Context: an optimization exercise on an open-source flow, tuned for small area, a short achievable clock period and few clock cycles per item. The choices shown serve that exercise and are no tape-out recipe. In this exercise RTL edits were held to simulation tests only and were not proved equivalent to the original. Power and IR drop assume default switching activity.

==> design.v <==
module civ_dabble_step #(
    parameter BPC = 4
) (
    input  wire [31:0]    bcd_in,
    input  wire [BPC-1:0] bits,
    output reg  [31:0]    bcd_out
);
    integer i, d;
    reg [3:0] t;
    reg c, co;
    always @(*) begin
        bcd_out = bcd_in;
        for (i = BPC - 1; i >= 0; i = i - 1) begin
            c = bits[i];
            for (d = 0; d < 8; d = d + 1) begin
                t = bcd_out[4*d +: 4];
                co = t[3] | (t[2] & (t[1] | t[0]));
                bcd_out[4*d +: 4] = {(t[2] & ~t[1] & ~t[0]) | (t[3] & t[0]),
                                     co ? ((t[1] & t[0]) | (t[3] & ~t[0])) : t[1],
                                     t[0] ^ co, c};
                c = co;
            end
        end
    end
endmodule
module civ_smeter_enc (
    input  wire [3:0] level,     
    output wire [7:0] m0,        
    output wire [7:0] m1         
);
    assign m0 = {6'd0, level[3] & (level[2] & level[0] | level[2] & level[1]),
                       level[3] & ~(level[2] & level[0] | level[2] & level[1])};
    assign m1 =
        (level == 4'd0)  ? 8'h00 : (level == 4'd1)  ? 8'h13 :
        (level == 4'd2)  ? 8'h27 : (level == 4'd3)  ? 8'h40 :
        (level == 4'd4)  ? 8'h53 : (level == 4'd5)  ? 8'h67 :
        (level == 4'd6)  ? 8'h80 : (level == 4'd7)  ? 8'h93 :
        (level == 4'd8)  ? 8'h07 : (level == 4'd9)  ? 8'h20 :
        (level == 4'd10) ? 8'h40 : (level == 4'd11) ? 8'h60 :
        (level == 4'd12) ? 8'h80 : (level == 4'd13) ? 8'h00 :
        (level == 4'd14) ? 8'h20 : 8'h41;
endmodule
module civ_engine (
    input  wire        clk,
    input  wire        rst,          
    input  wire        en,           
    input  wire [10:0] bound,        
    input  wire        rx_valid,
    input  wire [7:0]  rx_data,
    output wire        rx_ready,
    output wire        tx_valid,
    output reg  [7:0]  tx_data,
    input  wire        tx_ready,
    output wire        cb_req,
    output wire [3:0]  cb_slot,
    output wire [31:0] cb_arg,
    input  wire        cb_ack,
    input  wire [31:0] cb_rdata
);
    localparam [7:0] PREAMBLE   = 8'hFE;
    localparam [7:0] TERMINATOR = 8'hFD;
    localparam [7:0] ACK        = 8'hFB;
    localparam [7:0] NAK        = 8'hFA;
    localparam [7:0] RIG_ADDR   = 8'h56;
    localparam [7:0] CTRL_ADDR  = 8'hE0;
    localparam [7:0] RIG_ID     = 8'h56;
    localparam BPC = 4;
    localparam [1:0] RS_IDLE = 2'd0;
    localparam [1:0] RS_SAW  = 2'd1;
    localparam [1:0] RS_ACC  = 2'd2;
    localparam [1:0] P_IDLE  = 2'd0;
    localparam [1:0] P_ECHO  = 2'd1;
    localparam [1:0] P_CALL  = 2'd2;
    localparam [1:0] P_REPLY = 2'd3;
    localparam [4:0] T_NAK  = 5'd0;
    localparam [4:0] T_ACK  = 5'd1;
    localparam [4:0] T_ID   = 5'd6;
    localparam [4:0] T_0C   = 5'd7;
    localparam [4:0] T_10   = 5'd8;
    localparam [4:0] T_11   = 5'd9;
    localparam [4:0] T_12   = 5'd10;
    localparam [4:0] T_14   = 5'd11;
    localparam [4:0] T_16   = 5'd12;
    localparam [4:0] T_1A   = 5'd13;
    localparam [4:0] T_FREQ = 5'd16;     
    localparam [4:0] T_MODE = 5'd18;     
    localparam [4:0] T_PTT  = 5'd20;     
    localparam [4:0] T_SM   = 5'd26;     
    reg [1:0]  rs;
    reg [4:0]  n;
    reg [7:0]  buf_q [0:15];
    reg        pend;                     
    reg        pend_frm;                 
    reg [1:0]  ph;
    reg [4:0]  tc;                       
    reg        efull;                    
    reg [7:0]  dst, src;
    reg [4:0]  rtype;
    reg        dec;                      
    reg [31:0] res;                      
    reg [7:0]  xb;                       
    reg [2:0]  cv;                       
    reg rdy;
    assign rx_ready = en && rdy;
    wire rx_fire = rx_valid && rx_ready;
    wire rx_fe = (rx_data == PREAMBLE);
    wire rx_fd = (rx_data == TERMINATOR);
    wire item_frm = rx_fire && (rs == RS_ACC) && rx_fd;
    wire item_rej = rx_fire && (((rs == RS_SAW) && !rx_fe) ||
                                ((rs == RS_ACC) && !rx_fd && n[4]));
    reg [1:0] rs_n;
    reg [4:0] n_n;
    always @(*) begin
        rs_n = rs;
        n_n  = n;
        if (rst) begin
            rs_n = RS_IDLE;
            n_n  = 5'd0;
        end else if (rx_fire) begin
            case (rs)
                RS_IDLE: if (rx_fe) rs_n = RS_SAW;
                RS_SAW: begin
                    if (rx_fe) begin
                        rs_n = RS_ACC;
                        n_n  = 5'd0;
                    end else
                        rs_n = RS_IDLE;
                end
                default: begin
                    if (rx_fd || n[4])
                        rs_n = RS_IDLE;
                    else
                        n_n = n + 5'd1;
                end
            endcase
        end
    end
    always @(posedge clk)
        if (rx_fire && rs == RS_ACC && !n[4])
            buf_q[n[3:0]] <= rx_data;    
    wire [7:0] op = buf_q[2];
    wire [7:0] f3 = buf_q[3];
    wire [7:0] f4 = buf_q[4];
    wire L3  = (n >= 5'd3);
    wire L4  = (n >= 5'd4);
    wire L5  = (n >= 5'd5);
    wire L7  = (n >= 5'd7);
    wire f3_01 = (f3[7:1] == 7'd0);
    reg        d_arg;
    reg [4:0]  d_type;
    always @(*) begin
        d_arg  = 1'b0;
        d_type = T_NAK;
        if (L3) begin
            case (op)
                8'h03: d_type = T_FREQ;
                8'h04: d_type = T_MODE;
                8'h05: d_type = L7 ? 5'd17 : T_ACK;
                8'h06: begin
                    d_type = (L4 && f3_01) ? 5'd19 : T_ACK;
                    d_arg = f3[0];
                end
                8'h07: begin
                    d_type = T_ACK;
                    d_arg = f3[0];
                    if (L4) begin
                        if (f3_01)               d_type = 5'd23;
                        else if (f3 == 8'hA0)    d_type = 5'd24;
                        else if (f3 == 8'hB0)    d_type = 5'd25;
                    end
                end
                8'h0F: begin
                    d_type = (L4 && f3_01) ? 5'd22 : T_ACK;
                    d_arg = f3[0];
                end
                8'h15: d_type = (L4 && f3 == 8'h02) ? T_SM : T_NAK;
                8'h1C: begin
                    d_type = L5 ? 5'd21 : T_PTT;
                    d_arg = L5 && (f4 == 8'h01);
                end
                8'h19: d_type = T_ID;
                8'h0C: d_type = L4 ? T_ACK : T_0C;
                8'h10: d_type = L4 ? T_ACK : T_10;
                8'h11: d_type = L4 ? T_ACK : T_11;
                8'h12: d_type = L4 ? T_ACK : T_12;
                8'h14: d_type = L5 ? T_ACK : T_14;
                8'h16: d_type = L5 ? T_ACK : T_16;
                8'h1A: d_type = L5 ? T_ACK : T_1A;
                default: ;
            endcase
        end
    end
    wire d_dec = L7 && (op == 8'h05);
    wire [15:0] bound_ext = {5'd0, bound};
    wire [4:0] rlen =                    
        (rtype == T_FREQ) ? 5'd10 :
        (rtype == T_SM || rtype == T_0C || rtype == T_14) ? 5'd8 :
        (rtype == T_MODE || rtype == T_PTT || rtype == T_ID ||
         rtype == T_16 || rtype == T_1A) ? 5'd7 :
        (rtype == T_10 || rtype == T_11 || rtype == T_12) ? 5'd6 : 5'd5;
    wire t_data = (rtype == T_FREQ) || (rtype == T_MODE) ||
                  (rtype == T_PTT) || (rtype == T_SM);
    wire t_ack = (rtype == T_ACK) || (rtype[4] && !t_data);
    wire need_call = rtype[4] && bound_ext[rtype[3:0]];
    wire [7:0] code =
        (rtype == T_NAK)  ? NAK :
        t_ack             ? ACK :
        (rtype == T_FREQ) ? 8'h03 :
        (rtype == T_MODE) ? 8'h04 :
        (rtype == T_SM)   ? 8'h15 :
        (rtype == T_PTT)  ? 8'h1C :
        (rtype == T_ID)   ? 8'h19 :
        (rtype == T_0C)   ? 8'h0C :
        (rtype == T_10)   ? 8'h10 :
        (rtype == T_11)   ? 8'h11 :
        (rtype == T_12)   ? 8'h12 :
        (rtype == T_14)   ? 8'h14 :
        (rtype == T_16)   ? 8'h16 : 8'h1A;
    wire [7:0] sm0, sm1;
    civ_smeter_enc u_sm (.level(res[3:0]), .m0(sm0), .m1(sm1));
    reg [7:0] rdata;                     
    always @(*) begin
        rdata = 8'h00;
        case (rtype)
            T_FREQ: case (tc[2:0])
                3'd5: rdata = xb;
                3'd6: rdata = res[7:0];
                3'd7: rdata = res[15:8];
                3'd0: rdata = res[23:16];
                default: ;
            endcase
            T_MODE: rdata = (tc[0]) ? {7'd0, res[0]} : 8'h01;
            T_SM: case (tc[1:0])
                2'd1: rdata = 8'h02;
                2'd2: rdata = sm0;
                default: rdata = sm1;
            endcase
            T_PTT: rdata = (tc[0]) ? xb : {7'd0, res[0]};
            T_ID:  rdata = (tc[0]) ? xb : RIG_ID;
            T_14, T_16, T_1A: rdata = (tc == 5'd5) ? xb : 8'h00;
            default: ;
        endcase
    end
    wire [3:0] eidx = tc[3:0] - 4'd2;
    wire echo  = (ph == P_ECHO);
    wire reply = (ph == P_REPLY);
    wire [7:0] ebyte = buf_q[eidx];
    wire echo_last = (tc >= 5'd2) && (efull ? (tc[4] && tc[1]) : (ebyte == TERMINATOR));
    wire tx_last = echo ? echo_last : (tc == rlen);
    wire cv_wait = (cv != 3'd0) && (tc == 5'd5);
    assign tx_valid = echo || (reply && !cv_wait);
    wire tx_fire = tx_valid && tx_ready;
    always @(*) begin
        if (tc < 5'd2)
            tx_data = PREAMBLE;
        else if (tx_last)
            tx_data = TERMINATOR;
        else if (echo)
            tx_data = ebyte;
        else case (tc)
            5'd2:    tx_data = dst;
            5'd3:    tx_data = src;
            5'd4:    tx_data = code;
            default: tx_data = rdata;
        endcase
    end
    assign cb_req  = (ph == P_CALL);
    assign cb_slot = rtype[3:0];
    assign cb_arg  = res;
    wire [7:0] dbyte = buf_q[3'd6 - {1'b0, tc[2:1]}];
    wire [3:0] digit = tc[0] ? dbyte[3:0] : dbyte[7:4];
    reg [27:0] hx;
    reg [31:0] horner;
    reg        hc;
    integer hi;
    always @(*) begin
        hc = 1'b0;
        for (hi = 0; hi < 28; hi = hi + 1) begin
            hx[hi] = res[hi] ^ (hi >= 2 ? res[hi-2] : 1'b0) ^ hc;
            hc = (res[hi] & (hi >= 2 ? res[hi-2] : 1'b0)) |
                 (hc & (res[hi] ^ (hi >= 2 ? res[hi-2] : 1'b0)));
        end
        horner[0] = digit[0];
        hc = 1'b0;
        for (hi = 1; hi < 29; hi = hi + 1) begin
            horner[hi] = hx[hi-1] ^ (hi < 4 ? digit[hi] : 1'b0) ^ hc;
            hc = (hx[hi-1] & (hi < 4 ? digit[hi] : 1'b0)) |
                 (hc & (hx[hi-1] ^ (hi < 4 ? digit[hi] : 1'b0)));
        end
        horner[31:29] = 3'b000;
    end
    wire [3:0] top4 = cb_rdata[31:28];
    wire       top_ge10 = top4[3] & (top4[2] | top4[1]);
    wire [7:0] front = {3'd0, top_ge10, top_ge10 ? top4 - 4'd10 : top4};
    wire ack_freq = (ph == P_CALL) && (rtype == T_FREQ);
    wire [5:0] nlive = {cv < 3'd3, cv < 3'd4, cv < 3'd5, cv < 3'd6, cv < 3'd7, 1'b1};
    wire [5:0] nwrite = {cv <= 3'd3, cv <= 3'd4, cv <= 3'd5, cv <= 3'd6, 1'b1, 1'b1};
    reg  [31:0] bcd_cur;
    reg  [31:0] conv_res;
    integer m;
    always @(*) begin
        bcd_cur[7:0] = xb;
        for (m = 0; m < 6; m = m + 1)
            bcd_cur[8+4*m +: 4] = res[4*m +: 4] & {4{nlive[m]}};
    end
    wire [31:0] dab_in = ack_freq ? {24'd0, front} : bcd_cur;
    wire [BPC-1:0] dab_bits = ack_freq ? cb_rdata[27:24] : res[31 -: BPC];
    wire [31:0] dab_out;
    civ_dabble_step #(.BPC(BPC)) u_dab (.bcd_in(dab_in), .bits(dab_bits), .bcd_out(dab_out));
    wire [31:0] rest_al = {cb_rdata[23:0], dab_out[15:8]};
    wire [31:0] res_sh = {res[31-BPC:0], {BPC{1'b0}}};
    always @(*) begin
        conv_res = res_sh;
        for (m = 0; m < 6; m = m + 1)
            if (nwrite[m])
                conv_res[4*m +: 4] = dab_out[8+4*m +: 4];
    end
    wire fin = (ph == P_IDLE) || (reply && tx_fire && tx_last);
    wire have_item = pend || item_frm || item_rej;
    wire go_frm = pend ? pend_frm : item_frm;
    reg [1:0] ph_n;
    reg       pend_n, dec_n;
    reg [4:0] tc_n;
    always @(*) begin
        ph_n   = ph;
        pend_n = pend;
        dec_n  = dec;
        tc_n   = tc;
        if (rst) begin
            ph_n   = P_IDLE;
            pend_n = 1'b0;
            dec_n  = 1'b0;
            tc_n   = 5'd0;
        end else if (fin) begin
            if (have_item) begin
                pend_n = 1'b0;
                tc_n   = 5'd0;
                ph_n   = go_frm ? P_ECHO : P_REPLY;
                dec_n  = go_frm && d_dec;
            end else
                ph_n = P_IDLE;
        end else begin
            if (item_frm || item_rej)
                pend_n = 1'b1;
            case (ph)
                P_ECHO: begin
                    if (tx_fire) begin
                        if (tx_last) begin
                            tc_n  = 5'd0;
                            dec_n = 1'b0;
                            ph_n  = need_call ? P_CALL : P_REPLY;
                        end else
                            tc_n = tc + 5'd1;
                    end
                end
                P_CALL: if (cb_ack) ph_n = P_REPLY;
                default: if (tx_fire) tc_n = tc + 5'd1;
            endcase
        end
    end
    wire wr_ok_n = (ph_n != P_ECHO) ||
                   ((tc_n > n_n + 5'd2) && (!dec_n || tc_n[4:3] != 2'b00));
    always @(posedge clk) begin
        rs   <= rs_n;
        n    <= n_n;
        ph   <= ph_n;
        pend <= pend_n;
        dec  <= dec_n;
        tc   <= tc_n;
        rdy  <= !pend_n && (rs_n != RS_ACC || wr_ok_n);
    end
    always @(posedge clk) begin
        if (rst) begin
            cv   <= 3'd0;
        end else begin
            if (fin) begin
                if (have_item) begin
                    cv   <= 3'd0;
                    if (go_frm) begin
                        efull     <= n[4];
                        dst       <= (n >= 5'd2) ? buf_q[1] : CTRL_ADDR;
                        src       <= (n >= 5'd2) ? buf_q[0] : RIG_ADDR;
                        xb        <= (L4 && d_type != T_FREQ) ? f3 : 8'h00;
                        rtype     <= d_type;
                        res       <= {31'd0, d_arg};
                    end else begin
                        xb        <= 8'h00;
                        dst       <= CTRL_ADDR;
                        src       <= RIG_ADDR;
                        rtype     <= T_NAK;
                    end
                end
            end else begin
                if (item_frm || item_rej) begin
                    pend_frm <= item_frm;
                end
                case (ph)
                    P_ECHO: begin
                        if (tx_fire) begin
                            if (dec && tc[4:3] == 2'b00)
                                res <= horner;
                        end
                    end
                    P_CALL: begin
                        if (cb_ack) begin
                            if (rtype == T_FREQ) begin
                                res <= rest_al;
                                xb  <= dab_out[7:0];
                                cv  <= 3'd6;
                            end else
                                res <= cb_rdata;
                        end
                    end
                    default: begin   
                        if (cv != 3'd0) begin
                            xb  <= dab_out[7:0];
                            res <= conv_res;
                            cv  <= cv - 3'd1;
                        end
                    end
                endcase
            end
        end
    end
endmodule
==> flow/run.sh <==
#!/bin/bash
# Standard layout (the standard.sh) with two changes to how it is made:
#  - synthesis maps the logic with an area-oriented ABC script (flow/abc_area.script,
#    used in place of ORFS's, selected by ABC_AREA=1); registers are mapped as usual;
#  - the port buffers are made of the smallest buffer cell.
set -euo pipefail
rm -rf scripts_area
cp -r "$FLOW_HOME/scripts" scripts_area
cp flow/abc_area.script scripts_area/abc_area.script
export SCRIPTS_DIR="$PWD/scripts_area"
export BUFFER_PORTS_ARGS="-buffer_cell sky130_fd_sc_hd__buf_1"
bash standard.sh > standard_flow.log 2>&1
==> flow/abc_area.script <==
strash
dch
amap
strash
&get -n
&st
&dch
&nf -R 1000 -p
&put
strash
dch
amap
topo
dnsize -c
==> standard.sh <==
#!/bin/bash
# synth_recipe.tcl (not shown) runs the flow's synth.tcl, then flattens the netlist and writes it again
# the make line also repeats each setting of config.mk as NAME=value (left out here)
make -C /OpenROAD-flow-scripts/flow DESIGN_CONFIG=/design/flow/config.mk WORK_HOME=/design/flow/orfs CLKGATE_MAP_FILE= SYNTH_SCRIPT=/design/flow/synth_recipe.tcl "${@:-finish}"
==> config.mk <==
export PLATFORM = sky130hd
export DESIGN_NAME = civ_engine
export DESIGN_NICKNAME = civ_engine
export VERILOG_FILES = /design/flow/design.v
export SDC_FILE = /design/flow/constraint.sdc
export NUM_CORES = 4
export LEC_CHECK = 0
export ABC_AREA = 1
export CAP_MARGIN = 20
export CORE_MARGIN = 2
export CORE_UTILIZATION = 60
export CTS_CLUSTER_DIAMETER = 80
export CTS_CLUSTER_SIZE = 30
export SLEW_MARGIN = 20
==> constraint.sdc <==
create_clock -name core_clock -period 40.0 [get_ports {clk}]
set_input_delay 8.0000 -clock core_clock [delete_from_list [all_inputs] [get_ports {clk}]]
set_output_delay 8.0000 -clock core_clock [all_outputs]
set_load 0.01 [all_outputs]
==> metrics.md, run 1 <==
| Metric | Value |
|---|---|
| First-pass GRT wire length | `68.2 mm` |
| IO Count | `~100` |
| Max incr delay on CP | `160 ps` |
| Crit Reg-Reg Startpoint | `res[0]` |
| Worst clock skew | `32.2 ps` |
| Final Net Count | `about 1800` |
| VDD IR max | `0.0335 mV` |
| Layout cells sized above 1 | `0.0309` |
| Crit path DAT | `~8400 ps` |
| Slew Viols, Final | `0` |
| Synth cell count leaders | `nor2_1, clkinv_1, edfxtp_1, nand2_1, a21oi_1` |
| Power share of the clock group | `0.390` |
| Synth unique cells | `53` |
| CP max FO | `2` |
| Syn Area/Cell | `between 9 and 10 sq um` |
| Clock period minus worst slack | `around 16000 ps` |
| Detailed-route via count | `about 13000` |
| Worst Setup SP | `en` |
| Die span in x | `157 microns` |
| Hold Crit Start | `dec` |
| Worst Setup End Kind | `output pin` |
| 1st-iter DRT viols | `approximately 1600` |
| Post-synth top area cell | `edfxtp_1` |
| Largest net degree at the start of global routing | `88` |
| Maxcap violations | `0` |
| Finished Layout Cells | `~2000` |
| FF+latch count, synth | `roughly 210` |
| DP Cell Count | `approximately 2000` |
| Yosys warns | `2` |
| Vias per cell | `around 6.6` |
| Post-route DRC | `0` |
| Post-synth EDFFs | `about 190` |
| Routed Antenna Nets | `0` |
| Status | `no timing/DRC/antenna violations` |
| Leakage | `~5.1 nW` |
| Area contributors post-synth | `edfxtp_1, nor2_1, clkinv_1` |
| Setup slack, reg-to-reg | `roughly 28000 ps` |
| RSZ-0062 raised after global routing | `false` |
| Area grow syn2layout | `10.2%` |
| Die area | `24800 sq um` |
| N_diodes | `0` |
| Worst Slack Setup Final | `about 24000 ps` |
| Post-Syn Nets | `around 1700` |
| Final WL | `between 40 and 50 mm` |
| Antenna violations before repair | `0` |
| Post-DR wirelength/cell | `between 20 and 25 microns` |
| Die Span Y | `about 160 microns` |
| Worst Hold Endpoint | `dec` |
| Reg2reg path depth | `36` |
| Crit path buffers/inverters | `2` |
| Net Sw Frac | `0.241` |
| Post-CTS Setup Bufs | `0` |
| Startpoint Class | `input pin` |
| Worst r2r dst | `res[28]` |
| Setup violators final | `0` |
| P_sw | `102 uW` |
| Filler cells | `~1900` |
| Most used flip-flop cell after synthesis | `edfxtp_1` |
| Area share of the largest cell type after synthesis | `0.406` |
| Clock Sinks | `211` |
| CP most frequent cell | `buf_1` |
| Cell Chain, Critical Path | `buf_1 -> and2_0 -> buf_1` |
| Worst-Skew Late Latency | `a little over 500 ps` |
| Worst-Margin Slew | `between 1000 and 1500 ps` |
| Clock buffer depth | `3` |
| Post-Syn Instances | `~1600` |
| Hold_buf cts | `0` |
| # port buffers | `103` |
| Cell area after synthesis | `around 14000 sq um` |
| Worst Hold Path Cells | `2` |
| Count leader, synth | `nor2_1` |
| Clock transition at path regs | `100 ps` |
| Worst EP required | `between 30000 and 40000 ps` |
| CP top delay family | `buffers and inverters` |
| Crit-path slowest cell | `buf_1` |
| Num rows | `between 50 and 60` |
| Pwr Density | `27.1 nW/um^2` |
| Reg power frac | `0.567` |
| CTS tree | `built` |
| Initial Utilization | `0.607` |
| Setup TNS Final | `0 ps` |
| P_int | `321 uW` |
| Clock root cell | `clkbuf_16` |
| Drt pass-1 iters | `7` |
| PnR Total Power | `between 400 and 500 uW` |
| Final worst path period share | `0.409` |
| HPWL after detailed placement | `about 34 mm` |
| All-Layer GR Usage | `0.362` |
| Pre-CTS WS | `between 20000 and 25000 ps` |
| Core area | `~23000 sq um` |
| Fin. Hold Viols | `0` |
| CTS buffer count | `14` |
| Max frequency | `slightly above 0.06 GHz` |
| Seq/Total Area, Yosys | `0.434` |
| GRT overflow | `0` |
| Routability cong. | `around 1.0` |
| Ys async rst share | `0` |
| H-tree depth | `1` |
| Post-CTS resize count | `0` |
| Max-slew headroom | `0.296` |
| Worst hold path class | `reg -> reg` |
| Logic pwr share | `0.043` |
| WS Path Type | `in -> out` |
| Vias in the first global route | `around 12000` |
| Final core utilization | `0.670` |
## tightest hold or removal path: stages (launching register included)
cell       delay (ps)
dfxtp_1           330
nor2_1             90
a2111oi_0          90
## power groups by stage
stage | Sequential (mW) | Combinational [mW] | Clock [mW]
floorplan | 0.245 | 0.00853 | 0
global placement | 0.245 | 0.0172 | 0
detailed placement | 0.245 | 0.0177 | 0
CTS | 0.240 | 0.0178 | 0.165
global route | 0.240 | 0.0197 | 0.172
finish | 0.240 | 0.0181 | 0.165
## kinds of logic (layout without fill, tap and decap cells)
kind of cell | count (synthesis) | in the layout | synth area share
AO/OA/AOI/OAI | 494 | 494 | 0.243
adder cells (fa/ha/maj) | 82 | 82 | 0.0864
buffers and inverters | 228 | 372 | 0.0627
flip-flops | 211 | 211 | 0.434
AND/OR/NAND/NOR | 554 | 554 | 0.174
## area by class of cell
class / instances / area (sq um) / area share
Multi-Input combinational cell: 1130 / 7120 / 0.457
Sequential cell: 211 / 6140 / 0.394
Inverter: 220 / 826 / 0.0530
Timing Repair Buffer: 129 / 582 / 0.0374
Tap cell: 319 / 399 / 0.0256
Clock buffer: 15 / 375 / 0.0241
Clock inverter: 8 / 135 / 0.00868
## registers in the layout, indices dropped and copies added (netlist names), 5 cells and up
register	count
buf_q	128
n	5
dst	8
xb	8
src	8
tc	5
res	32
rtype	5
## metrics by stage
stage	cell area, sq um	hold WS [ps]
2_1_floorplan	14100	482
3_3_place_gp	15100	525
3_5_place_dp	15100	544
4_1_cts	15600	567
5_1_grt	15600	596
6_report	15600	569
## worst max path at each step
stage	end	cells past startpoint
2_1_floorplan	rx_ready	1
3_3_place_gp	rx_ready	3
3_5_place_dp	rx_ready	3
4_1_cts	rx_ready	3
5_1_grt	rx_ready	3
6_report	rx_ready	3
## cells in the final DEF (no fill, tap or decap), types with 24 or more instances in the layout
cell	n
clkinv_1	219
edfxtp_1	191
ha_1	56
a21oi_1	93
nor3_1	66
nor2_1	273
a31oi_1	24
o22ai_1	60
buf_4	26
a22oi_1	28
o21ai_0	76
nand2_1	94
fa_1	26
a211oi_1	30
buf_1	103
a2111oi_0	27
o221ai_1	39
## per-layer routing
layer  vias up  wire length, microns  GRT usage
li1       6199                     -          -
met1      6320                 17100      0.450
met2       735                 22300      0.635
met3       146                  3450     0.0273
met4         0                  2560      0.186
met5         -                     0          0
Testbench counts, summed over its fixed seeds: cycles 13,384, frames 768.
==> run 2: changes to the inputs <==
--- a/design.v
+++ b/design.v
@@ -218,5 +218,5 @@
         (rtype == T_16)   ? 8'h16 : 8'h1A;
     wire [7:0] sm0, sm1;
-    civ_smeter_enc u_sm (.level(res[3:0]), .m0(sm0), .m1(sm1));
+    civ_smeter_enc u_sm (.level(res[11:8]), .m0(sm0), .m1(sm1));
     reg [7:0] rdata;                     
     always @(*) begin
@@ -230,5 +230,5 @@
                 default: ;
             endcase
-            T_MODE: rdata = (tc[0]) ? {7'd0, res[0]} : 8'h01;
+            T_MODE: rdata = (tc[0]) ? {7'd0, res[8]} : 8'h01;
             T_SM: case (tc[1:0])
                 2'd1: rdata = 8'h02;
@@ -236,5 +236,5 @@
                 default: rdata = sm1;
             endcase
-            T_PTT: rdata = (tc[0]) ? xb : {7'd0, res[0]};
+            T_PTT: rdata = (tc[0]) ? xb : {7'd0, res[8]};
             T_ID:  rdata = (tc[0]) ? xb : RIG_ID;
             T_14, T_16, T_1A: rdata = (tc == 5'd5) ? xb : 8'h00;
@@ -404,10 +404,9 @@
                     P_CALL: begin
                         if (cb_ack) begin
+                            res <= rest_al;
                             if (rtype == T_FREQ) begin
-                                res <= rest_al;
                                 xb  <= dab_out[7:0];
                                 cv  <= 3'd6;
-                            end else
-                                res <= cb_rdata;
+                            end
                         end
                     end
--- a/config.mk
+++ b/config.mk
@@ -12,3 +12,5 @@
 export CTS_CLUSTER_DIAMETER = 80
 export CTS_CLUSTER_SIZE = 30
+export GPL_ROUTABILITY_DRIVEN = 0
+export GPL_TIMING_DRIVEN = 0
 export SLEW_MARGIN = 20
==> run 2 against run 1 <==
  * Die area shrank 2.2%
  * Via count down 4.0%
  * Setup slack improved by 6.6 ps
  * Critical endpoint unchanged
  * Combinational power is 16% lower
  * Critical path type unchanged
  * Clock power shrank 4%
  * First-iteration DRC count is 7.7% higher
==> metrics.md, run 2 <==
| Metric | Value |
|---|---|
| Worst EP required | `32000 ps (about the same)` |
| Area grow syn2layout | `10.2% (about the same)` |
| PnR Total Power | `414 uW (-2.1%)` |
| Crit-path slowest cell | `buf_1` |
| Initial Utilization | `0.610 (+0.00237)` |
| Most used flip-flop cell after synthesis | `edfxtp_1` |
| RSZ-0062 raised after global routing | `false` |
| 1st-iter DRT viols | `1670 (+7.7%)` |
| CP max FO | `2 (unchanged)` |
| Drt pass-1 iters | `8 (+1)` |
| Startpoint Class | `input pin` |
| Cell area after synthesis | `13800 sq um (-2.3%)` |
| Worst hold path class | `reg -> reg` |
| Status | `no timing/DRC/antenna violations` |
| Fin. Hold Viols | `0 (unchanged)` |
| WS Path Type | `in -> out` |
| Worst clock skew | `61.0 ps (+28.8 ps)` |
| CTS tree | `built` |
| Max-slew headroom | `0.259 (-0.0363)` |
| Max incr delay on CP | `160 ps (about the same)` |
| Largest net degree at the start of global routing | `83 (-5.7%)` |
| Clock period minus worst slack | `16360 ps (-6.60 ps)` |
| Worst Setup End Kind | `output pin` |
| Post-DR wirelength/cell | `21.6 microns (-3.5%)` |
| Most frequent cells in the layout | `nor2_1, clkinv_1, edfxtp_1` |
| N_diodes | `0 (unchanged)` |
| H-tree depth | `1 (unchanged)` |
| Post-Syn Instances | `1517 (-3.3%)` |
| Seq/Total Area, Yosys | `0.444 (+0.0102)` |
| Post-Syn Nets | `1657 (-3.0%)` |
| Clock buffer depth | `3 (unchanged)` |
| Post-CTS resize count | `0 (unchanged)` |
| Max reg flops | `128 (unchanged)` |
| Clock root cell | `clkbuf_16` |
| Area share of the largest cell type after synthesis | `0.415 (+0.00953)` |
| GRT overflow | `0 (unchanged)` |
| Routed Antenna Nets | `0 (unchanged)` |
| Area post-placement | `14700 sq um (-2.2%)` |
| Leakage | `5.01 nW (-1.8%)` |
| HPWL after detailed placement | `30.7 mm (-9.6%)` |
| # port buffers | `103 (unchanged)` |
| Ys async rst share | `0 (unchanged)` |
| VDD IR max | `0.0435 mV (+30%)` |
| Post-synth EDFFs | `191 (unchanged)` |
| Worst-Margin Slew | `1110 ps (+58.5 ps)` |
| Core area | `22600 sq um (-2.7%)` |
| FF+latch count, synth | `211 (unchanged)` |
| Die area | `24200 sq um (-2.2%)` |
| Setup TNS Final | `0 ps (unchanged)` |
| Vias per cell | `6.63 (+0.51%)` |
| IO Count | `104 (unchanged)` |
| Count leader, synth | `nor2_1` |
| Vias in the first global route | `11900 (-4.2%)` |
| Final Instance Area | `15200 sq um (-2.3%)` |
| Maxcap violations | `0 (unchanged)` |
| Post-CTS Setup Bufs | `0 (unchanged)` |
| First-pass GRT wire length | `64.5 mm (-5.4%)` |
| Antenna violations before repair | `0 (unchanged)` |
| Die span in x | `156 microns (-1.1%)` |
| Area contributors post-synth | `edfxtp_1, nor2_1, clkinv_1` |
| Final Net Count | `1788 (-3.1%)` |
| Most common cell after layout, fill and taps aside | `nor2_1` |
| Cell Chain, Critical Path | `buf_1 -> and2_0 -> buf_1` |
| Setup violators final | `0 (unchanged)` |
| Slew Viols, Final | `0 (unchanged)` |
| Detailed-route via count | `12900 (-4.0%)` |
| Synth unique cells | `54 (+1.9%)` |
| Layout cells sized above 1 | `0.0344 (+0.00350)` |
| Clock Sinks | `211 (unchanged)` |
| Worst-Skew Late Latency | `530 ps (+20 ps)` |
| Post-route DRC | `0 (unchanged)` |
| Clock transition at path regs | `60 ps (-40 ps)` |
| Final WL | `41.8 mm (-7.9%)` |
| Yosys warns | `2 (unchanged)` |
| Final worst path period share | `0.409 (about the same)` |
| Max frequency | `0.0611 GHz (about the same)` |
| Pwr Density | `27.2 nW/um^2 (+0.20%)` |
| Hold_buf cts | `0 (unchanged)` |
| CTS buffer count | `15 (+1)` |
| Synth cell count leaders | `nor2_1, clkinv_1, edfxtp_1, nand2_1, a21oi_1` |
| Syn Area/Cell | `9.10 sq um (+1.1%)` |
| Crit path DAT | `8360 ps (about the same)` |
| Die Span Y | `156 microns (-1.1%)` |
| CP most frequent cell | `buf_1` |
| Num rows | `55 (-1.8%)` |
| Post-synth top area cell | `edfxtp_1` |
| All-Layer GR Usage | `0.342 (-0.0199)` |
-- run 2: cell types whose count changed after synthesis, moves of 10 or more --
cell,previous run,this run
nand2_1,94,106
nor2_1,274,284
a211oi_1,30,20
nor3_1,67,48
clkinv_1,220,197
a22oi_1,28,58
o22a_1,20,10
nor2b_1,22,12
o21ai_0,76,62
a2111oi_0,27,9
-- run 2: final timing paths --
path | start | to | slack [ps] | depth (start not counted)
setup reg to reg | res[1] | res[28] | 28630 | 34
hold / removal | cv[0] | cv[0] | 510 | 1
hold reg to reg | cv[0] | cv[0] | 510 | 1
setup / recovery | en | rx_ready | 23640 | 3
-- run 2: per-layer routing --
layer | track usage | vias to the layer above | wire (microns)
met5 | 0 | - | 0
met4 | 0.172 | 0 | 2350
met3 | 0.0294 | 121 | 2970
met2 | 0.591 | 678 | 20200
met1 | 0.434 | 6043 | 16300
li1 | - | 6017 | -
-- run 2: final cells by class --
| class | instances | area [sq um] |
|---|---|---|
| fill | 1870 | 7420 |
| multi-input combinational | 1101 | 6910 |
| sequential | 211 | 6140 |
| inverter | 197 | 748 |
| timing repair buffer | 114 | 523 |
| clock buffer | 16 | 389 |
| tap | 285 | 357 |
| clock inverter | 8 | 90.1 |
| buffer | 8 | 60.1 |
-- run 2: logic make-up (layout without fill, tap and decap cells) --
group                      count (synthesis)  in the layout  synth area share
buffers and inverters                    205            343            0.0579
DFF                                      211            211             0.444
and+or+nand+nor                          519            519             0.158
AOI/OAI and AO/OA                        497            497             0.249
adders and majority gates                 83             83            0.0894
xor gates and xnor gates                   2              2           0.00127
-- run 2: worst max-delay path: cells and delay by family --
family                 cells  cell delay [ps]
and+or+nand+nor            1              140
buffers and inverters      2              220
-- run 2: through the flow --
step | hold WS, ps | cells | util | setup WS [ps]
floorplan | 469 | 1517 | - | 23810
global placement | 490 | 1905 | 0.643 | 18540
finish | 507 | 1940 | 0.672 | 23640
CTS | 509 | 1940 | 0.672 | 23630
detailed placement | 500 | 1916 | 0.651 | 23630
global route | 528 | 1940 | 0.672 | 23590
-- run 2: report_power, final --
group          leakage [nW]  switching, mW  internal (mW)  total [mW]
logic                  2.90         0.0104        0.00474      0.0152
clock network         0.237         0.0838         0.0748       0.159
registers              1.87       0.000488          0.239       0.240
total                  5.01         0.0948          0.319       0.414
Testbench counts of run 2, summed over its fixed seeds: cycles 13,384, frames 768.
==> run 3: changes to the inputs <==
--- a/config.mk
+++ b/config.mk
@@ -12,5 +12,3 @@
 export CTS_CLUSTER_DIAMETER = 80
 export CTS_CLUSTER_SIZE = 30
-export GPL_ROUTABILITY_DRIVEN = 0
-export GPL_TIMING_DRIVEN = 0
 export SLEW_MARGIN = 20
==> run 3 against run 2 <==
  * Still clean
  * Combinational power about the same
  * Hold slack improved by 5.5 ps
  * Total power decreased by 2.2%
  * Flip-flop and latch count unchanged
  * Utilization decreased by 0.49 points
  * First-iteration DRC count decreased by 21%
  * Non-clock buffer count increased by 3
  * Critical path type unchanged
  * Largest power group unchanged
  * Highest routed layer unchanged
==> metrics.md, run 3 <==
| Metric | Value |
|---|---|
| Ys async rst share | `0 (unchanged)` |
| Largest net degree at the start of global routing | `84 (+1.2%)` |
| Die area | `24200 sq um (unchanged)` |
| Most used flip-flop cell after synthesis | `edfxtp_1` |
| Detailed-route via count | `12700 (-0.96%)` |
| Max frequency | `0.0612 GHz (about the same)` |
| GRT overflow | `0 (unchanged)` |
| Final WL | `41.6 mm (-0.57%)` |
| Worst Setup SP | `en` |
| Simple-Gate Fraction of Synth Area | `0.158 (unchanged)` |
| Core area | `22600 sq um (unchanged)` |
| Clock Sinks | `211 (unchanged)` |
| Worst EP required | `32000 ps (about the same)` |
| CTS buffer count | `13 (-2)` |
| H-tree depth | `1 (unchanged)` |
| Die Span Y | `156 microns (unchanged)` |
| RSZ-0062 raised after global routing | `false` |
| Post-synth top area cell | `edfxtp_1` |
| Syn Area/Cell | `9.10 sq um (unchanged)` |
| Clock transition at path regs | `100 ps (+40 ps)` |
| VDD IR max | `0.0568 mV (+30%)` |
| Reg2reg path depth | `34 (unchanged)` |
| Area grow syn2layout | `9.43%` |
| Slew Viols, Final | `0 (unchanged)` |
| Clock period minus worst slack | `16350 ps (-10.2 ps)` |
| Crit path DAT | `8350 ps (about the same)` |
| Synth unique cells | `54 (unchanged)` |
| Most frequent cells in the layout | `nor2_1, clkinv_1, edfxtp_1` |
| Mux share of post-synthesis cell area | `0 (unchanged)` |
| Max reg flops | `128 (unchanged)` |
| Initial Utilization | `0.610 (unchanged)` |
| Startpoint Class | `input pin` |
| Synth Area in Compound Gates | `0.249 (unchanged)` |
| Final Net Count | `1789 (+0.056%)` |
| All-Layer GR Usage | `0.341 (-0.000726)` |
| 1st-iter DRT viols | `1317 (-21%)` |
| Count leader, synth | `nor2_1` |
| Post-synth EDFFs | `191 (unchanged)` |
| Post-route DRC | `0 (unchanged)` |
| # port buffers | `103 (unchanged)` |
| Max-slew headroom | `0.272 (+0.0123)` |
| Post-CTS resize count | `0 (unchanged)` |
| Hold_buf cts | `0 (unchanged)` |
| Pwr Density | `26.8 nW/um^2 (-1.5%)` |
| Num rows | `55 (unchanged)` |
| Worst-Skew Late Latency | `520 ps (about the same)` |
| Main combinational cell family by area after synthesis | `compound AO/OA/AOI/OAI gates` |
| Worst-Margin Slew | `1080 ps (-22.7 ps)` |
| Vias in the first global route | `11800 (-0.92%)` |
| Worst Setup End Kind | `output pin` |
| Routed Antenna Nets | `0 (unchanged)` |
| Maxcap violations | `0 (unchanged)` |
| HPWL after detailed placement | `31.1 mm (+1.2%)` |
| Final worst path period share | `0.409 (about the same)` |
| Hold Crit Start | `cv[0]` |
| CP max FO | `2 (unchanged)` |
| WS Path Type | `in -> out` |
| N_diodes | `0 (unchanged)` |
| Worst clock skew | `37.5 ps (-23.5 ps)` |
| Routability cong. | `roughly 1.0` |
| Setup violators final | `0 (unchanged)` |
| PnR Total Power | `405 uW (-2.2%)` |
| Vias per cell | `6.56 (-0.96%)` |
| Adder-cell area share of the yosys netlist | `0.0894 (unchanged)` |
| First-pass GRT wire length | `64.2 mm (-0.57%)` |
| FF+latch count, synth | `211 (unchanged)` |
| Yosys warns | `2 (unchanged)` |
| Crit Reg-Reg Startpoint | `res[3]` |
| Worst hold path class | `reg -> reg` |
| Post-Syn Nets | `1657 (unchanged)` |
| Cell area after synthesis | `13800 sq um (unchanged)` |
| Antenna violations before repair | `0 (unchanged)` |
| Pre-CTS WS | `23640 ps (+12.0 ps)` |
| Worst Slack Setup Final | `23650 ps (+10.2 ps)` |
| Worst Hold Path Cells | `1 (unchanged)` |
| Synth Area in XOR/XNOR | `0.00127 (unchanged)` |
| Drt pass-1 iters | `8 (unchanged)` |
| Clock root cell | `clkbuf_16` |
| Fin. Hold Viols | `0 (unchanged)` |
| Post-DR wirelength/cell | `21.4 microns (-0.57%)` |
| IO Count | `104 (unchanged)` |
| Area share of the largest cell type after synthesis | `0.415 (unchanged)` |
| Die span in x | `156 microns (unchanged)` |
| Leakage | `4.97 nW (-0.75%)` |
| Post-Syn Instances | `1517 (unchanged)` |
| Most common cell after layout, fill and taps aside | `nor2_1` |
| Clock buffer depth | `3 (unchanged)` |
| Area contributors post-synth | `edfxtp_1, nor2_1, clkinv_1` |
| CTS tree | `built` |
| Post-CTS Setup Bufs | `0 (unchanged)` |
| Layout cells sized above 1 | `0.0296 (-0.00483)` |
| Seq/Total Area, Yosys | `0.444 (unchanged)` |
| Hold WS | `512 ps (+5.49 ps)` |
| Status | `no timing/DRC/antenna violations` |
| Synth cell count leaders | `nor2_1, clkinv_1, edfxtp_1, nand2_1, a21oi_1` |
| Setup TNS Final | `0 ps (unchanged)` |
[run 3: cell types whose count changed in the layout (fill, tap and decap cells not counted), sizes merged]
cell,delta
inv,+2
buf,+3
clkinv,-2
clkbuf,-3
[run 3: cell type report]
type                            count  area (sq um)
Multi-Input combinational cell   1101          6880
Tap cell                          285           357
Inverter                          197           739
Fill cell                        1898          7530
Sequential cell                   211          6140
Clock buffer                       13           325
Timing Repair Buffer              125           552
Clock inverter                      8           115
[run 3: per-layer routing]
metal / global-route usage / vias to the layer above / part of all wire / wire, microns
met1: 0.422 / 6039 / 0.39 / 16200
met4: 0.163 / 0 / 0.051 / 2130
met2: 0.604 / 586 / 0.49 / 20600
met3: 0.0319 / 117 / 0.064 / 2660
li1: - / 5993 / - / -
met5: 0 / - / 0 / 0
[run 3: critical path: stages]
cell and delay [ps]:
buf_1 60, and2_0 140, buf_1 160
[run 3: cell families after synthesis]
| kind of cell | count (synthesis) |
|---|---|
| AND/OR/NAND/NOR | 519 |
| AO/OA/AOI/OAI | 497 |
| flip-flops | 211 |
| buffers and inverters | 205 |
| adder cells (fa/ha/maj) | 83 |
| XOR/XNOR | 2 |
[run 3: through the flow]
stage,cells,instance area (sq um),utilization
final,1940,15100,0.667
after global routing,1940,15100,0.667
after CTS,1940,15100,0.667
after detailed placement,1919,14700,0.648
after global placement,1919,14700,0.648
after floorplan,1517,13800,-
[run 3: worst paths after layout]
check             endpoint  slack (ps)
setup / recovery  rx_ready       23650
hold / removal       cv[0]         510
setup reg to reg   res[28]       28640
hold reg to reg      cv[0]         510
[run 3: power breakdown]
part / internal [mW] / total (mW) / switching [mW]
combinational: 0.00512 / 0.0155 / 0.0104
sequential: 0.239 / 0.240 / 0.000487
clock: 0.0660 / 0.149 / 0.0832
==> run 4: changes to the inputs <==
--- a/config.mk
+++ b/config.mk
@@ -9,5 +9,5 @@
 export CAP_MARGIN = 20
 export CORE_MARGIN = 2
-export CORE_UTILIZATION = 60
+export CORE_UTILIZATION = 70
 export CTS_CLUSTER_DIAMETER = 80
 export CTS_CLUSTER_SIZE = 30
==> run 4 against run 3 <==
  * Via count increased by 5.0%
  * Synthesized area unchanged
  * Clock power decreased by 5%
  * Setup slack got worse by 26 ps
  * Wire length increased by 6.6%
  * Sequential power about the same
  * Largest cell class unchanged
  * Die area decreased by 14%
==> metrics.md, run 4 <==
| Metric | Value |
|---|---|
| Crit path DAT | `8380 ps (+30 ps)` |
| Yosys warns | `2 (unchanged)` |
| Final Net Count | `1789 (unchanged)` |
| Setup slack, reg-to-reg | `28470 ps (-170 ps)` |
| Die area | `20900 sq um (-14%)` |
| Clock period minus worst slack | `16380 ps (+25.5 ps)` |
| P_int | `308 uW (-0.84%)` |
| Synth unique cells | `54 (unchanged)` |
| Max incr delay on CP | `160 ps (about the same)` |
| Fin. Hold Viols | `0 (unchanged)` |
| Pwr Density | `26.4 nW/um^2 (-1.3%)` |
| Worst Hold Path Cells | `1 (unchanged)` |
| All-Layer GR Usage | `0.426 (+0.0844)` |
| WS Path Type | `in -> out` |
| Area contributors post-synth | `edfxtp_1, nor2_1, clkinv_1` |
| Startpoint Class | `input pin` |
| Post-CTS Setup Bufs | `0 (unchanged)` |
| Most frequent cells in the layout | `nor2_1, clkinv_1, edfxtp_1` |
| RSZ-0062 raised after global routing | `false` |
| N_diodes | `0 (unchanged)` |
| Leakage | `4.95 nW (-0.35%)` |
| Num rows | `51 (-7.3%)` |
| Post-Syn Nets | `1657 (unchanged)` |
| Logic pwr share | `0.040 (+0.002)` |
| Die Span Y | `144 microns (-7.2%)` |
| PnR Total Power | `398 uW (-1.6%)` |
| GRT overflow | `0 (unchanged)` |
| Worst r2r dst | `res[28]` |
| Setup violators final | `0 (unchanged)` |
| Most used flip-flop cell after synthesis | `edfxtp_1` |
| Worst Hold Endpoint | `cv[0]` |
| Clock transition at path regs | `80 ps (-20 ps)` |
| Hold_buf cts | `0 (unchanged)` |
| Status | `no timing/DRC/antenna violations` |
| Antenna violations before repair | `0 (unchanged)` |
| Area share of the largest cell type after synthesis | `0.415 (unchanged)` |
| Layout cells sized above 1 | `0.0296 (+0.0000358)` |
| CP most frequent cell | `buf_1` |
| CTS buffer count | `13 (unchanged)` |
| Max reg flops | `128 (unchanged)` |
| Count leader, synth | `nor2_1` |
| HPWL after detailed placement | `32.0 mm (+3.0%)` |
| Area grow syn2layout | `9.04%` |
| Core area | `19400 sq um (-14%)` |
| Max-slew headroom | `0.270 (-0.00193)` |
| Clock buffer depth | `3 (unchanged)` |
| Final worst path period share | `0.409 (+0.000638)` |
| Worst hold path class | `reg -> reg` |
| Cell Chain, Critical Path | `buf_1 -> and2_0 -> buf_1` |
| VDD IR max | `0.0450 mV (-21%)` |
| Worst Setup End Kind | `output pin` |
| Worst-Margin Slew | `1090 ps (+2.88 ps)` |
| Clock Sinks | `211 (unchanged)` |
| Detailed-route via count | `13400 (+5.0%)` |
| FF+latch count, synth | `211 (unchanged)` |
| Cell area after synthesis | `13800 sq um (unchanged)` |
| Drt pass-1 iters | `12 (+4)` |
| Slew Viols, Final | `0 (unchanged)` |
| Reg power frac | `0.603 (+0.010)` |
| Max frequency | `0.0611 GHz (-0.16%)` |
| Worst clock skew | `29.8 ps (-7.71 ps)` |
| Pre-CTS WS | `23630 ps (-13.3 ps)` |
| CP max FO | `2 (unchanged)` |
| Post-route DRC | `0 (unchanged)` |
| Clock root cell | `clkbuf_16` |
| Vias per cell | `6.97 (+6.2%)` |
| Syn Area/Cell | `9.10 sq um (unchanged)` |
| Post-Syn Instances | `1517 (unchanged)` |
| Final WL | `44.4 mm (+6.6%)` |
| Synth cell count leaders | `nor2_1, clkinv_1, edfxtp_1, nand2_1, a21oi_1` |
| CTS tree | `built` |
| Net Sw Frac | `0.226 (-0.00627)` |
| Initial Utilization | `0.712 (+0.102)` |
| Post-synth top area cell | `edfxtp_1` |
| Worst Slack Setup Final | `23620 ps (-25.5 ps)` |
| H-tree depth | `1 (unchanged)` |
| Routed Antenna Nets | `0 (unchanged)` |
| P_sw | `90.1 uW (-4.3%)` |
| 1st-iter DRT viols | `2005 (+52%)` |
| Largest net degree at the start of global routing | `84 (unchanged)` |
| Routability cong. | `1.01 (-0.26%)` |
| # port buffers | `103 (unchanged)` |
| Worst EP required | `32000 ps (about the same)` |
| IO Count | `104 (unchanged)` |
| Post-CTS resize count | `0 (unchanged)` |
| Vias in the first global route | `12600 (+6.6%)` |
| Most common cell after layout, fill and taps aside | `nor2_1` |
| Maxcap violations | `0 (unchanged)` |
| Post-synth EDFFs | `191 (unchanged)` |
| Power share of the clock group | `0.357 (-0.012)` |
| Seq/Total Area, Yosys | `0.444 (unchanged)` |
| Die span in x | `144 microns (-7.2%)` |
| Post-DR wirelength/cell | `23.1 microns (+7.8%)` |
| Ys async rst share | `0 (unchanged)` |
| Crit-path slowest cell | `buf_1` |
| Crit Reg-Reg Startpoint | `res[3]` |
| Reg2reg path depth | `34 (unchanged)` |
| First-pass GRT wire length | `67.6 mm (+5.3%)` |
| Setup TNS Final | `0 ps (unchanged)` |
| Hold Crit Start | `cv[0]` |
| Worst-Skew Late Latency | `500 ps (-20 ps)` |
-- run 4: cell counts after synthesis --
No cell type changed its count.
-- run 4: per-layer routing --
metal  vias to the layer above  part of all wire  global-route usage
met5                         -                 0                   0
met4                         0             0.068               0.245
met3                       237              0.11              0.0695
met2                      1092              0.48               0.730
met1                      6040              0.34               0.510
li1                       6007                 -                   -
-- run 4: metrics by stage --
stage | instances | hold slack [ps] | cell area (sq um) | util
after floorplan | 1517 | 469 | 13800 | -
after global placement | 1899 | 490 | 14600 | 0.755
after detailed placement | 1899 | 489 | 14600 | 0.755
after CTS | 1918 | 500 | 15000 | 0.776
after global routing | 1918 | 543 | 15100 | 0.776
final | 1918 | 500 | 15100 | 0.776
-- run 4: area by class of cell --
type	instances	area (sq um)
clock buffer	13	325
clock inverter	6	75.1
fill	1273	4340
inverter	197	739
multi-input combinational	1101	6890
sequential	211	6140
tap	265	332
timing repair buffer	125	552
-- run 4: power by group through the flow --
stage	Clock (mW)	Combinational [mW]	Sequential (mW)
after floorplan	0	0.00750	0.245
after global placement	0	0.0146	0.245
after detailed placement	0	0.0152	0.245
after CTS	0.141	0.0154	0.240
after global routing	0.148	0.0173	0.240
final	0.142	0.0159	0.240
-- run 4: critical path, delay by kind of cell --
| kind | cells | cell delay, ps |
|---|---|---|
| buffers and inverters | 2 | 220 |
| AND/OR/NAND/NOR | 1 | 150 |
-- run 4: how the worst max path moves through the flow --
stage	endpoint	slack, ps	from
finish	rx_ready	23620	en
global route	rx_ready	23600	en
detailed placement	rx_ready	23630	en
floorplan	rx_ready	23810	en
CTS	rx_ready	23620	en
global placement	rx_ready	23640	en
-- run 4: kinds of logic (layout without fill, tap and decap cells) --
kind of cell	Yosys count	after routing	synth area share
buffers and inverters	205	341	0.0579
xor gates and xnor gates	2	2	0.00127
AOI/OAI and AO/OA	497	497	0.249
adders and majority gates	83	83	0.0894
DFF	211	211	0.444
and+or+nand+nor	519	519	0.158
==> run 5: changes to the inputs <==
==> flow/run.sh (replaced) <==
#!/bin/bash
# Standard layout (the standard.sh) with three changes to how it is made:
#  - synthesis maps the logic with an area-oriented ABC script (flow/abc_area.script,
#    used in place of ORFS's, selected by ABC_AREA=1); registers are mapped as usual;
#  - synthesis leaves adders to ABC instead of mapping them to full/half-adder cells
#    (ADDER_MAP_FILE empty), which gives a smaller netlist for this design;
#  - the port buffers are made of the smallest buffer cell.
set -euo pipefail
rm -rf scripts_area
cp -r "$FLOW_HOME/scripts" scripts_area
cp flow/abc_area.script scripts_area/abc_area.script
export SCRIPTS_DIR="$PWD/scripts_area"
export ADDER_MAP_FILE=
export BUFFER_PORTS_ARGS="-buffer_cell sky130_fd_sc_hd__buf_1"
bash standard.sh > standard_flow.log 2>&1
--- a/config.mk
+++ b/config.mk
@@ -9,5 +9,5 @@
 export CAP_MARGIN = 20
 export CORE_MARGIN = 2
-export CORE_UTILIZATION = 70
+export CORE_UTILIZATION = 60
 export CTS_CLUSTER_DIAMETER = 80
 export CTS_CLUSTER_SIZE = 30
==> run 5 against run 4 <==
  * Cell count hardly changed
  * Highest routed layer is now met5
  * Flip-flop and latch count stayed put
  * Final area is 5.1% lower
  * Utilization is 9.9 points lower
  * Fmax is 0.12% higher
  * Global-route usage is 5.2 points lower
  * Register-to-register slack better by 1500 ps
  * Critical endpoint unchanged
==> metrics.md, run 5 <==
| Metric | Value |
|---|---|
| Status | `no timing/DRC/antenna violations` |
| Worst Hold Path Cells | `1 (unchanged)` |
| Worst Setup End Kind | `output pin` |
| Worst r2r dst | `res[28]` |
| HPWL after detailed placement | `30.8 mm (-3.8%)` |
| Hold_buf cts | `0 (unchanged)` |
| Post-Syn Instances | `1505 (-0.79%)` |
| Worst-Skew Late Latency | `530 ps (+30 ps)` |
| Crit path DAT | `8360 ps (-20 ps)` |
| Net Sw Frac | `0.241 (+0.0151)` |
| Die span in x | `151 microns (+4.5%)` |
| Clock root cell | `clkbuf_16` |
| First-pass GRT wire length | `65.0 mm (-3.8%)` |
| Worst EP required | `32000 ps (about the same)` |
| Slew Viols, Final | `0 (unchanged)` |
| Worst clock skew | `69.0 ps (+39.2 ps)` |
| Ys async rst share | `0 (unchanged)` |
| FF+latch count, synth | `211 (unchanged)` |
| Count leader, synth | `nor2_1` |
| GRT overflow | `0 (unchanged)` |
| Power share of the clock group | `0.369 (+0.012)` |
| P_int | `325 uW (+5.5%)` |
| H-tree depth | `1 (unchanged)` |
| Post-DR wirelength/cell | `22.1 microns (-4.6%)` |
| Setup violators final | `0 (unchanged)` |
| Startpoint Class | `input pin` |
| Most frequent cells in the layout | `nor2_1, edfxtp_1, clkinv_1` |
| Clock period minus worst slack | `16360 ps (-19.7 ps)` |
| Die Span Y | `151 microns (+4.5%)` |
| Setup TNS Final | `0 ps (unchanged)` |
| Reg2reg path depth | `56 (+65%)` |
| Post-CTS resize count | `0 (unchanged)` |
| Worst hold path class | `reg -> reg` |
| Clock Sinks | `211 (unchanged)` |
| Fin. Hold Viols | `0 (unchanged)` |
| Post-synth EDFFs | `191 (unchanged)` |
| Yosys warns | `2 (unchanged)` |
| Area share of the largest cell type after synthesis | `0.443 (+0.0272)` |
| Pwr Density | `30.0 nW/um^2 (+13%)` |
| CP max FO | `2 (unchanged)` |
| Setup slack, reg-to-reg | `29940 ps (+1470 ps)` |
| Clock transition at path regs | `70 ps (about the same)` |
| Core area | `21100 sq um (+8.7%)` |
| IO Count | `104 (unchanged)` |
| Largest net degree at the start of global routing | `35 (-58%)` |
| PnR Total Power | `428 uW (+7.6%)` |
| Num rows | `53 (+3.9%)` |
| Antenna violations before repair | `1 (+1)` |
| Post-route DRC | `0 (unchanged)` |
| Worst-Margin Slew | `965 ps (-123 ps)` |
| Most common cell after layout, fill and taps aside | `nor2_1` |
| Synth cell count leaders | `nor2_1, edfxtp_1, clkinv_1, nand2_1` |
| P_sw | `103 uW (+15%)` |
| Routed Antenna Nets | `0 (unchanged)` |
| # port buffers | `103 (unchanged)` |
| Max reg flops | `128 (unchanged)` |
| CTS tree | `built` |
| Final Net Count | `1693 (-5.4%)` |
| Worst Hold Endpoint | `cv[0]` |
| Vias in the first global route | `12000 (-5.0%)` |
| Post-Syn Nets | `1562 (-5.7%)` |
| Logic pwr share | `0.069 (+0.029)` |
| Seq/Total Area, Yosys | `0.473 (+0.0290)` |
| Die area | `22800 sq um (+9.2%)` |
| Vias per cell | `6.73 (-3.5%)` |
| Post-synth top area cell | `edfxtp_1` |
| Drt pass-1 iters | `10 (-2)` |
| Detailed-route via count | `12900 (-3.4%)` |
| Area post-placement | `13800 sq um (-5.7%)` |
| Final worst path period share | `0.409 (-0.000493)` |
| Final core utilization | `0.677 (-0.0988)` |
| Leakage | `4.47 nW (-9.8%)` |
| 1st-iter DRT viols | `1771 (-12%)` |
| Max frequency | `0.0611 GHz (+0.12%)` |
| CTS buffer count | `14 (+1)` |
| Syn Area/Cell | `8.61 sq um (-5.4%)` |
| Initial Utilization | `0.615 (-0.0972)` |
| Clock buffer depth | `3 (unchanged)` |
| Final WL | `42.3 mm (-4.5%)` |
| WS Path Type | `in -> out` |
| Routability cong. | `0.994 (-1.9%)` |
| Maxcap violations | `0 (unchanged)` |
| Hold Crit Start | `cv[0]` |
| Crit Reg-Reg Startpoint | `res[0]` |
| Synth unique cells | `57 (+5.6%)` |
| All-Layer GR Usage | `0.374 (-0.0522)` |
| Post-CTS Setup Bufs | `0 (unchanged)` |
| DP Cell Count | `1895 (-0.21%)` |
| Layout cells sized above 1 | `0.0298 (+0.000162)` |
| VDD IR max | `0.0576 mV (+28%)` |
| Reg power frac | `0.562 (-0.041)` |
| Area contributors post-synth | `edfxtp_1, nor2_1, clkinv_1` |
| Max-slew headroom | `0.352 (+0.0823)` |
| Cell area after synthesis | `13000 sq um (-6.1%)` |
| Final Instance Area | `14300 sq um (-5.1%)` |
| Area grow syn2layout | `10.2%` |
| RSZ-0062 raised after global routing | `false` |
| Finished Layout Cells | `1919 (+0.052%)` |
| Most used flip-flop cell after synthesis | `edfxtp_1` |
| N_diodes | `0 (unchanged)` |
## run 5: cells by family after synthesis
group | count (synthesis) | share of synthesized area
buffers and inverters | 175 | 0.0530
xor gates and xnor gates | 6 | 0.00405
DFF | 211 | 0.473
AOI/OAI and AO/OA | 539 | 0.278
and+or+nand+nor | 574 | 0.191
## run 5: worst max-delay path by stage
stage | start | end | slack, ps | cells after the start
final | en | rx_ready | 23640 | 3
after global routing | en | rx_ready | 23570 | 3
after CTS | en | rx_ready | 23640 | 3
after detailed placement | en | rx_ready | 23640 | 3
after global placement | en | rx_ready | 23640 | 3
after floorplan | en | rx_ready | 23810 | 1
## run 5: per-layer routing
layer / wire, microns / part of all wire / global-route usage
met4: 2240 / 0.053 / 0.180
met1: 16000 / 0.38 / 0.493
met3: 4150 / 0.098 / 0.0542
met2: 19900 / 0.47 / 0.608
met5: 48 / 0.0011 / 0
## run 5: stage by stage
| step | hold slack (ps) | setup WS, ps |
|---|---|---|
| finish | 523 | 23640 |
| floorplan | 469 | 23810 |
| detailed placement | 511 | 23640 |
| global route | 544 | 23570 |
| global placement | 506 | 23640 |
| CTS | 521 | 23640 |
## run 5: power groups by stage
stage	Combinational [mW]	Clock (mW)	Sequential, mW
floorplan	0.0175	0	0.245
finish	0.0296	0.158	0.241
global placement	0.0280	0	0.246
CTS	0.0289	0.157	0.241
global route	0.0325	0.163	0.241
detailed placement	0.0287	0	0.246
## run 5: layout make-up
class / instances / area [sq um]
fillers: 1789 / 6810
multi-input cells: 1119 / 6170
flip-flops and latches: 211 / 6140
inverters: 167 / 627
repair buffers: 123 / 537
clock buffers: 17 / 362
well taps: 275 / 344
clock inverters: 7 / 105
## run 5: critical path, cell delays in order
cell    delay [ps]
buf_1           60
and2_0         140
buf_1          160
==> run 6: changes to the inputs <==
--- a/design.v
+++ b/design.v
@@ -224,5 +224,5 @@
         case (rtype)
             T_FREQ: case (tc[2:0])
-                3'd5: rdata = xb;
+                3'd5: rdata = (cv != 3'd0) ? dab_out[7:0] : xb;   
                 3'd6: rdata = res[7:0];
                 3'd7: rdata = res[15:8];
@@ -248,5 +248,5 @@
     wire echo_last = (tc >= 5'd2) && (efull ? (tc[4] && tc[1]) : (ebyte == TERMINATOR));
     wire tx_last = echo ? echo_last : (tc == rlen);
-    wire cv_wait = (cv != 3'd0) && (tc == 5'd5);
+    wire cv_wait = (cv[2:1] != 2'b00) && (tc == 5'd5);
     assign tx_valid = echo || (reply && !cv_wait);
     wire tx_fire = tx_valid && tx_ready;
@@ -268,23 +268,23 @@
     assign cb_slot = rtype[3:0];
     assign cb_arg  = res;
-    wire [7:0] dbyte = buf_q[3'd6 - {1'b0, tc[2:1]}];
+    wire [7:0] dbyte = buf_q[4'd6 - {2'b00, tc[2:1]}];
     wire [3:0] digit = tc[0] ? dbyte[3:0] : dbyte[7:4];
-    reg [27:0] hx;
-    reg [31:0] horner;
-    reg        hc;
+    wire [27:0] r4 = {res[25:0], 2'b00};
+    wire [27:0] dh = {25'd0, digit[3:1]};
+    reg  [27:0] hx;
+    reg  [31:0] horner;
+    reg         hc;
     integer hi;
     always @(*) begin
         hc = 1'b0;
         for (hi = 0; hi < 28; hi = hi + 1) begin
-            hx[hi] = res[hi] ^ (hi >= 2 ? res[hi-2] : 1'b0) ^ hc;
-            hc = (res[hi] & (hi >= 2 ? res[hi-2] : 1'b0)) |
-                 (hc & (res[hi] ^ (hi >= 2 ? res[hi-2] : 1'b0)));
+            hx[hi] = res[hi] ^ r4[hi] ^ hc;
+            hc = (res[hi] & r4[hi]) | (hc & (res[hi] ^ r4[hi]));
         end
         horner[0] = digit[0];
         hc = 1'b0;
-        for (hi = 1; hi < 29; hi = hi + 1) begin
-            horner[hi] = hx[hi-1] ^ (hi < 4 ? digit[hi] : 1'b0) ^ hc;
-            hc = (hx[hi-1] & (hi < 4 ? digit[hi] : 1'b0)) |
-                 (hc & (hx[hi-1] ^ (hi < 4 ? digit[hi] : 1'b0)));
+        for (hi = 0; hi < 28; hi = hi + 1) begin
+            horner[hi+1] = hx[hi] ^ dh[hi] ^ hc;
+            hc = (hx[hi] & dh[hi]) | (hc & (hx[hi] ^ dh[hi]));
         end
         horner[31:29] = 3'b000;
@@ -298,5 +298,5 @@
     reg  [31:0] bcd_cur;
     reg  [31:0] conv_res;
-    integer m;
+    integer m, m2;
     always @(*) begin
         bcd_cur[7:0] = xb;
@@ -312,7 +312,7 @@
     always @(*) begin
         conv_res = res_sh;
-        for (m = 0; m < 6; m = m + 1)
-            if (nwrite[m])
-                conv_res[4*m +: 4] = dab_out[8+4*m +: 4];
+        for (m2 = 0; m2 < 6; m2 = m2 + 1)
+            if (nwrite[m2])
+                conv_res[4*m2 +: 4] = dab_out[8+4*m2 +: 4];
     end
     wire fin = (ph == P_IDLE) || (reply && tx_fire && tx_last);
==> flow/run.sh (replaced) <==
#!/bin/bash
# Standard layout (the standard.sh) with two changes to how it is made:
#  - synthesis maps the logic with an area-oriented ABC script (flow/abc_area.script,
#    used in place of ORFS's, selected by ABC_AREA=1); registers are mapped as usual;
#  - the port buffers are made of the smallest buffer cell.
set -euo pipefail
rm -rf scripts_area
cp -r "$FLOW_HOME/scripts" scripts_area
cp flow/abc_area.script scripts_area/abc_area.script
export SCRIPTS_DIR="$PWD/scripts_area"
export BUFFER_PORTS_ARGS="-buffer_cell sky130_fd_sc_hd__buf_1"
bash standard.sh > standard_flow.log 2>&1
==> run 6 against run 5 <==
  * Still clean on timing, DRC and antenna
  * Critical path depth is 28 higher
  * Non-clock buffer count grew 1
  * Synthesized area up 7.6%
  * Sequential power hardly changed
  * Hold slack gained 38 ps
  * Setup slack got worse by 6000 ps
  * Synthesized cell count increased by 2.3%
  * Global-route usage shrank 1.3 points
  * Via count is 2.6% higher
  * Clock power shrank 7%
  * Clock-buffer cell count fell by 4
  * Die area up 7.4%
  * Critical path type unchanged
==> metrics.md, run 6 <==
| Metric | Value |
|---|---|
| Status | `no timing/DRC/antenna violations` |
| Filler cells | `1891 (+5.7%)` |
| Post-DR wirelength/cell | `22.5 microns (+2.1%)` |
| Most frequent cells in the layout | `nor2_1, clkinv_1, edfxtp_1` |
| Die span in x | `156 microns (+3.6%)` |
| H-tree depth | `1 (unchanged)` |
| Clock root cell | `clkbuf_16` |
| Met3 Resource Use GR | `0.0546 (+0.000339)` |
| Setup TNS Final | `0 ps (unchanged)` |
| Final Net Count | `1811 (+7.0%)` |
| Area share of the largest cell type after synthesis | `0.411 (-0.0313)` |
| Post-Syn Instances | `1540 (+2.3%)` |
| Max-slew headroom | `0.356 (+0.00447)` |
| Leakage | `4.99 nW (+12%)` |
| Ys async rst share | `0 (unchanged)` |
| Yosys warns | `2 (unchanged)` |
| Largest net degree at the start of global routing | `96 (+170%)` |
| FF+latch count, synth | `211 (unchanged)` |
| Most common cell after layout, fill and taps aside | `nor2_1` |
| Detailed-route via count | `13300 (+2.6%)` |
| Post-synth top area cell | `edfxtp_1` |
| Worst hold path class | `reg -> reg` |
| Layout cells sized above 1 | `0.0274 (-0.00236)` |
| Count leader, synth | `nor2_1` |
| Fin. Hold Viols | `0 (unchanged)` |
| Worst-Margin Slew | `965 ps (+0.717 ps)` |
| WS Path Type | `in -> out` |
| Area grow syn2layout | `9.16%` |
| Final WL | `44.2 mm (+4.4%)` |
| Vias in the first global route | `12400 (+3.9%)` |
| Max incr delay on CP | `560 ps (+400 ps)` |
| Routability cong. | `1.02 (+2.1%)` |
| Max frequency | `0.0447 GHz (-27%)` |
| Clock period minus worst slack | `22380 ps (+6020 ps)` |
| Antenna violations before repair | `1 (unchanged)` |
| CTS tree | `built` |
| Worst EP required | `32000 ps (about the same)` |
| CP max FO | `7 (+5)` |
| Seq/Total Area, Yosys | `0.440 (-0.0334)` |
| Maxcap violations | `0 (unchanged)` |
| Hold_buf cts | `0 (unchanged)` |
| Worst clock skew | `37.3 ps (-31.7 ps)` |
| Post-CTS Setup Bufs | `0 (unchanged)` |
| Hold WS | `560 ps (+37.5 ps)` |
| Area contributors post-synth | `edfxtp_1, nor2_1, clkinv_1` |
| Post-CTS resize count | `0 (unchanged)` |
| Drt pass-1 iters | `7 (-3)` |
| Final Instance Area | `15200 sq um (+6.6%)` |
| Clock Sinks | `211 (unchanged)` |
| Vias per cell | `6.76 (+0.38%)` |
| Synth cell count leaders | `nor2_1, clkinv_1, edfxtp_1, nand2_1, a21oi_1` |
| Synth unique cells | `48 (-16%)` |
| 1st-iter DRT viols | `1179 (-33%)` |
| Final worst path period share | `0.559 (+0.151)` |
| RSZ-0062 raised after global routing | `false` |
| VDD IR max | `0.0382 mV (-34%)` |
| Met1 Use GR | `0.434 (-0.0592)` |
| M2 GR Usage | `0.620 (+0.0115)` |
| Crit path DAT | `14380 ps (+6020 ps)` |
| Core area | `22700 sq um (+7.7%)` |
| Post-route DRC | `0 (unchanged)` |
| Area post-placement | `14800 sq um (+7.2%)` |
| Routed Antenna Nets | `0 (unchanged)` |
| All-Layer GR Usage | `0.360 (-0.0133)` |
| # port buffers | `103 (unchanged)` |
| Die area | `24500 sq um (+7.4%)` |
| Num rows | `55 (+3.8%)` |
| Pwr Density | `26.5 nW/um^2 (-12%)` |
| Setup violators final | `0 (unchanged)` |
| Worst Setup End Kind | `output pin` |
| Post-Syn Nets | `1680 (+7.6%)` |
-- run 6: area by class of cell --
type | count | area [sq um] | share of cell area
multi-input cells | 1128 | 7050 | 0.463
clock inverters | 7 | 85.1 | 0.00559
clock buffers | 13 | 325 | 0.0214
inverters | 193 | 724 | 0.0476
repair buffers | 124 | 544 | 0.0358
flip-flops and latches | 211 | 6140 | 0.403
diodes | 1 | 2.50 | 0.000164
well taps | 285 | 357 | 0.0234
-- run 6: worst paths after layout --
| path | startpoint | to | slack, ps | cells after the start |
|---|---|---|---|---|
| worst min-delay path | buf_q[0][6] | src[6] | 560 | 1 |
| worst max-delay path | cb_rdata[29] | tx_data[1] | 17620 | 31 |
| worst min register to register | buf_q[0][6] | src[6] | 560 | 1 |
| worst max register to register | res[3] | res[28] | 28480 | 33 |
-- run 6: report_power, final --
group / switching (mW) / total (mW) / internal [mW] / leakage (nW)
sequential: 0.000502 / 0.240 / 0.239 / 1.89
combinational: 0.0118 / 0.0171 / 0.00530 / 2.90
clock: 0.0779 / 0.147 / 0.0687 / 0.205
total: 0.0902 / 0.404 / 0.313 / 4.99
-- run 6: logic make-up (layout without fill, tap and decap cells) --
family                     after synthesis  count (layout)  share of synthesized area
DFF                                    211             211                      0.440
and+or+nand+nor                        524             524                      0.162
buffers and inverters                  201             337                     0.0563
adders and majority gates               83              83                     0.0885
AOI/OAI and AO/OA                      521             521                      0.253
other                                    0               1                          0
-- run 6: metal layers --
metal,up-vias,part of all wire
met1,6272,0.36
met3,169,0.086
met5,-,0
met4,0,0.065
li1,6102,-
met2,715,0.48
-- run 6: metrics by stage --
step           setup WS (ps)  utilization  instances
6_report               17620        0.670       1962
5_1_grt                16950        0.670       1961
4_1_cts                17800        0.670       1961
3_5_place_dp           17910        0.652       1941
3_3_place_gp           18160        0.652       1941
2_1_floorplan          19120            -       1540
-- run 6: critical path, delay by kind of cell --
family / cells / cell delay (ps)
simple gates: 7 / 970
fa+ha+maj: 2 / 430
compound gates: 14 / 3770
buf+inv: 8 / 1220
Testbench counts of run 6, summed over its fixed seeds: cycles 13,196, frames 768.

Setup slack of run 6, layout unchanged: 17.621 ns with ideal ports, 17.598 ns with driving cells assumed (clock clkbuf_16, inputs buf_2), 17.598 ns with port delays also shifted by the 0.542 ns mid clock arrival.
